Context: an optimization exercise on an open-source flow, tuned for a short achievable clock period and few clock cycles per item. The choices shown serve that exercise and are no tape-out recipe.
Only simulation tests tie the RTL to the original design; equivalence was not proved.
Power is estimated from default activity; no workload was simulated.

// ppm_core
module ppm_core (
    input  wire        clk,
    input  wire        rst,
    input  wire        start,
    input  wire        mode,
    input  wire [15:0] len,
    output wire        ready,
    input  wire        in_valid,
    input  wire [7:0]  in_data,
    output wire        in_ready,
    output reg         out_we,
    output reg  [18:0] out_addr,
    output reg  [7:0]  out_data,
    output wire        tbl_clr,
    output wire [11:0] tbl_raddr,
    output wire        tbl_we,
    output wire [11:0] tbl_waddr,
    output wire [7:0]  tbl_wdata,
    input  wire [7:0]  tbl_rdata,
    output wire        done,
    output wire [18:0] out_len,
    output wire [1:0]  stop
);
Size in the first run: about 3700 cells after synthesis, roughly 570 flip-flops, roughly 37000 um^2 of cells after synthesis.
==> flow/config.mk <==
export PLATFORM = sky130hd
export DESIGN_NAME = ppm_core
export DESIGN_NICKNAME = ppm_core
export VERILOG_FILES = /design/flow/design.v
export SDC_FILE = /design/flow/constraint.sdc
export NUM_CORES = 4
export LEC_CHECK = 0
export CAP_MARGIN = 20
export CORE_MARGIN = 2
export CORE_UTILIZATION = 35
export PLACE_DENSITY = 0.55
export SLEW_MARGIN = 20
==> flow/constraint.sdc <==
create_clock -name core_clock -period 15.0 [get_ports {clk}]
set_input_delay 3.0000 -clock core_clock [delete_from_list [all_inputs] [get_ports {clk}]]
set_output_delay 3.0000 -clock core_clock [all_outputs]
set_load 0.01 [all_outputs]
standard.sh (not shown) runs the stock make flow with config.mk's settings and CLKGATE_MAP_FILE= SYNTH_SCRIPT=/design/flow/synth_recipe.tcl, a recipe that flattens the netlist after the stock synthesis.
==> flow/flow/run.sh <==
#!/bin/bash
# The standard layout, with timing repair asked to leave a larger setup margin
# at the design's own clock period and constraints.
set -euo pipefail
bash standard.sh SETUP_SLACK_MARGIN=11 finish > make_finish.log 2>&1
Testbench counts at the start, summed over its fixed seeds: cycles 63,716, bytes 34,146.
==> next run, changes <==
--- a/flow/design.v
+++ b/flow/design.v
@@ -236,18 +236,17 @@
     reg [1:0] wait_c;       
     reg       ended;        
     reg        r_v, r_hit, r_last, r_end;
     reg [11:0] key_r;
     reg [7:0]  rb;
     reg        we_r;
     assign tbl_raddr = key_r;
     assign tbl_waddr = key_r;
-    reg [7:0]  wdat_r;
-    assign tbl_wdata = wdat_r;
+    assign tbl_wdata = rb;
     assign tbl_we    = we_r;
     reg        d_v, d_hit, d_last, d_end;
     reg [7:0]  d_b;
     reg        e_v, e_last, e_end;
     reg [7:0]  e_b, e_rd;
     reg [7:0]  flags;
     reg [2:0]  ebit;
     reg        dirty;       
@@ -321,20 +320,16 @@
     wire [18:0] o_len2 = o_len + 19'd2;
     wire [2:0] cnt_next = cnt + {2'd0, push} - {1'b0, pop};
     wire [15:0] rem_next = rem - {15'd0, push};
     always @(posedge clk) begin
         rst_q  <= rst;
         done_r <= 1'b0;
         out_we <= 1'b0;
         we_r   <= 1'b0;
-        key_r    <= hkey;
-        wdat_r   <= iss_b;
-        out_addr <= o_len;
-        out_data <= d_b;
         if (rst_q) begin
             ready_r    <= 1'b0;
             run        <= 1'b0;
             in_ready_r <= 1'b0;
             r_v <= 1'b0; r_end <= 1'b0; r_last <= 1'b0;
             d_v <= 1'b0; d_end <= 1'b0; d_last <= 1'b0;
             e_v <= 1'b0; e_end <= 1'b0; e_last <= 1'b0;
             fin <= 1'b0;
@@ -379,16 +374,17 @@
                 ctrl <= head; ctrl_v <= 1'b1;
             end
             r_v    <= iss;
             r_hit  <= iss_hit;
             r_last <= iss_last;
             r_end  <= end_tok;
             we_r   <= iss && !iss_hit;
             if (iss) begin
+                key_r <= hkey;
                 xh    <= xh_next;
                 zh    <= zh_next;
                 rb    <= iss_b;
                 if (!iss_hit) begin
                     pl <= plmul(iss_b[3:0]);
                     ph <= phmul(iss_b[7:4]);
                 end else begin
                     wait_c <= 2'd2;
Effect: Register-to-register slack got worse by 0.08 ns. Global-route usage goes down by 0.38 points. Non-clock buffer count goes down by 25. Final area goes down slightly. Routed wire length goes down slightly. Synthesized cell count goes up by a few percent. Area after synthesis goes up by a few percent. Sequential power goes down by a few percent.
Testbench counts after the change, summed over its fixed seeds: cycles 63,716, bytes 34,146.

[separate check: timing with driven ports]
How much do the figures lean on ideal ports? The routed layouts below were timed once more, with nothing changed but the port constraints.
Step 1 (the two cells are an assumption about what drives the block):
set clk [get_ports {clk}]
set_driving_cell -lib_cell sky130_fd_sc_hd__clkbuf_16 $clk
set_driving_cell -lib_cell sky130_fd_sc_hd__buf_2 [delete_from_list [all_inputs] $clk]
Step 2 adds t to the input delays and takes it off the output delays; t is the mean of the earliest and latest rising clock arrival at the registers after step 1. Input paths then give back, and output paths get back, about the clock's delay inside the block.
Three values: no drivers, after step 1, after step 2; two values: the first two.
run	t, ns	setup slack, ns	hold WS [ns]	latest minus earliest clock arrival (ns)	worst slew at a driven data input, ns
the first run	0.708	10.784 / 10.725 / 10.018	0.416 / 0.416 / 0.416	0.041 / 0.041	0.12
the second run	0.689	10.612 / 10.542 / 10.181	0.419 / 0.419 / 0.419	0.057 / 0.057	0.14
After both steps every run listed still meets setup and hold. For the first run, which loses most, drivers alone change the setup slack by -0.059 ns; drivers and shift together by -0.766 ns.
